Source: an optimization exercise on an open RTL-to-GDS flow (aim: small area, a short achievable clock period and few clock cycles). Production flows keep margins and buffers that such runs may drop.
In this exercise RTL edits were held to simulation tests only and were not proved equivalent to the original.

Design srsynth_voice, start of the top module:
module srsynth_voice (
    input  wire        clk,
    input  wire        rst,
    input  wire        cmd_valid,
    output wire        cmd_ready,
    input  wire [1:0]  cmd_op,
    input  wire [31:0] cmd_a,
    input  wire [31:0] cmd_b,
    input  wire        cmd_env,
    output reg         done,
    output reg  [31:0] sample_rate,
    output reg  [31:0] attack_s,
    output reg  [31:0] release_s,
    output reg         env_en,
    output reg  [7:0]  active,
    output reg  [31:0] freq,
    output reg  [31:0] peak,
    output reg  [31:0] inc,
    output reg  [31:0] slope
);
export LEC_CHECK = 0
export CAP_MARGIN = 10
export CORE_MARGIN = 2
export CORE_UTILIZATION = 35
export CTS_BUF_LIST = sky130_fd_sc_hd__clkbuf_4 sky130_fd_sc_hd__clkbuf_8
export SLEW_MARGIN = 10
export SYNTH_MEMORY_MAX_BITS = 8192
create_clock -name core_clock -period 22.0 [get_ports {clk}]
standard.sh (not shown) runs the stock make flow with config.mk's settings and CLKGATE_MAP_FILE= SYNTH_SCRIPT=/design/flow/synth_recipe.tcl, a recipe that flattens the netlist after the stock synthesis.
==> flow/flow/run.sh <==
#!/bin/bash
set -e
export SETUP_SLACK_MARGIN=15
bash standard.sh > standard.log 2>&1
Testbench counts at the start, summed over its fixed seeds: cycles 21,558.
Edit:
==> flow/flow/run.sh (replaced) <==
#!/bin/bash
set -e
export SETUP_SLACK_MARGIN=14
bash standard.sh > standard.log 2>&1
CAP_MARGIN = 40   (was 10)
CTS_BUF_LIST = default   (was sky130_fd_sc_hd__clkbuf_4 sky130_fd_sc_hd__clkbuf_8)
SLEW_MARGIN = 20   (was 10)
Result: The new run passed the timing, DRC and antenna checks. Non-clock buffer count shrinks by 199. Via count shrinks by a few percent. Maximum frequency shrinks by a few percent. Area after synthesis stays the same. Final area shrinks by a little under a tenth. Wire length shrinks by a few percent. Utilization shrinks by 3.2 points.

========
srsynth_voice, a different RTL version from the one above (not shown whole).
Size: ~5200 cells after synthesis, roughly 430 flip-flops, about 310 I/O pins, ~0.039 mm^2 of cells after synthesis.
==> flow/design.v (excerpt) <==
module srsynth_voice (
    input  wire        clk,
    input  wire        rst,
    input  wire        cmd_valid,
    output wire        cmd_ready,
    input  wire [1:0]  cmd_op,
    input  wire [31:0] cmd_a,
    input  wire [31:0] cmd_b,
    input  wire        cmd_env,
    output reg         done,
    output reg  [31:0] sample_rate,
    output reg  [31:0] attack_s,
    output reg  [31:0] release_s,
    output reg         env_en,
    output reg  [7:0]  active,
    output reg  [31:0] freq,
    output reg  [31:0] peak,
    output reg  [31:0] inc,
    output reg  [31:0] slope
);
    localparam [31:0] F_ZERO    = 32'h00000000;
    localparam [31:0] F_ONE     = 32'h3F800000;
    localparam [31:0] F_M_ONE   = 32'hBF800000;
    localparam [31:0] F_10MS    = 32'h3C23D70A;
    localparam [2:0] S_IDLE = 3'd0,
                     S_INC  = 3'd2,    
                     S_MUL  = 3'd3,    
                     S_XR   = 3'd1,    
                     S_SDIV = 3'd4,    
                     S_OFF  = 3'd5;    
    reg [2:0]  state;
    reg [7:0]  vel_r;
    reg        neg;         
    reg [31:0] slp_o;       
    reg        sk;          
    reg        sv;          
    reg        ov;          
    assign cmd_ready = (state == S_IDLE);
    wire [3:0] nib = cmd_a[23:20];
    wire [7:0] d1  = cmd_a[15:8];
    wire [7:0] d2  = cmd_a[7:0];
  ...
==> flow/config.mk <==
export PLATFORM = sky130hd
export DESIGN_NAME = srsynth_voice
export DESIGN_NICKNAME = srsynth_voice
export VERILOG_FILES = /design/flow/design.v
export SDC_FILE = /design/flow/constraint.sdc
export NUM_CORES = 4
export LEC_CHECK = 0
export CAP_MARGIN = 40
export CORE_MARGIN = 2
export CORE_UTILIZATION = 35
export SLEW_MARGIN = 20
export SYNTH_MEMORY_MAX_BITS = 8192
==> flow/constraint.sdc <==
create_clock -name core_clock -period 22.0 [get_ports {clk}]
set_input_delay 4.4000 -clock core_clock [delete_from_list [all_inputs] [get_ports {clk}]]
set_output_delay 4.4000 -clock core_clock [all_outputs]
set_load 0.01 [all_outputs]
run.sh (not shown) runs the stock make flow with config.mk's settings and CLKGATE_MAP_FILE= SYNTH_SCRIPT=/design/flow/synth_recipe.tcl, a recipe that flattens the netlist after the stock synthesis.
Stock flow here: none of the scripts above is used.
Testbench counts at the start, summed over its fixed seeds: cycles 21,558.
Edit:
==> flow/flow/run.sh (new file) <==
#!/bin/bash
set -e
export SETUP_SLACK_MARGIN=14.5
bash standard.sh > standard.log 2>&1
==> flow/standard.sh (new file) <==
#!/bin/bash
# synth_recipe.tcl (not shown) runs the flow's synth.tcl, then flattens the netlist and writes it again
# the make line also repeats each setting of config.mk as NAME=value (left out here)
make -C /OpenROAD-flow-scripts/flow DESIGN_CONFIG=/design/flow/config.mk WORK_HOME=/design/flow/orfs CLKGATE_MAP_FILE= SYNTH_SCRIPT=/design/flow/synth_recipe.tcl "${@:-finish}"
removed: flow/run.sh
After rerunning: The new run passed the timing, DRC and antenna checks. Sequential share of layout area goes down by 1.2 points. Critical path depth is unchanged. Design area goes up by 5.7%. Via count goes up by 3.1%.

[afterwards: timing with drivers on the ports]
In the flow no input, the clock included, has a driving cell. The finished layouts below were timed again as built, in two steps.
Step 1, drivers: a clkbuf_16 drives clk and a buf_2 each remaining input, both assumed.
Step 2, shift: input delay + t, output delay - t, t = (earliest + latest rising clock arrival at the registers) / 2. This alone moves slack from input paths to output paths.
Slacks: no drivers / after step 1 / after step 2; pairs: no drivers / after step 1.
run | t (ns) | setup slack, ns | slew at the worst register clock pin (ns) | worst slew at a driven data input, ns | cell pins on the clock port's net
the first run of note 1 | 0.801 | 14.467 / 14.493 / 13.692 | 0.08 / 0.08 | 0.08 | 1
the second run of note 1 | 0.700 | 13.996 / 14.045 / 13.345 | 0.07 / 0.07 | 0.07 | 1
the first run of note 2 | 0.683 | 12.793 / 12.843 / 12.159 | 0.09 / 0.09 | 0.09 | 1
the second run of note 2 | 0.696 | 14.552 / 14.415 / 13.720 | 0.08 / 0.08 | 0.23 | 1
After both steps every run listed still meets setup and hold. For the second run of note 2, which loses most, drivers alone change the setup slack by -0.137 ns; drivers and shift together by -0.832 ns.
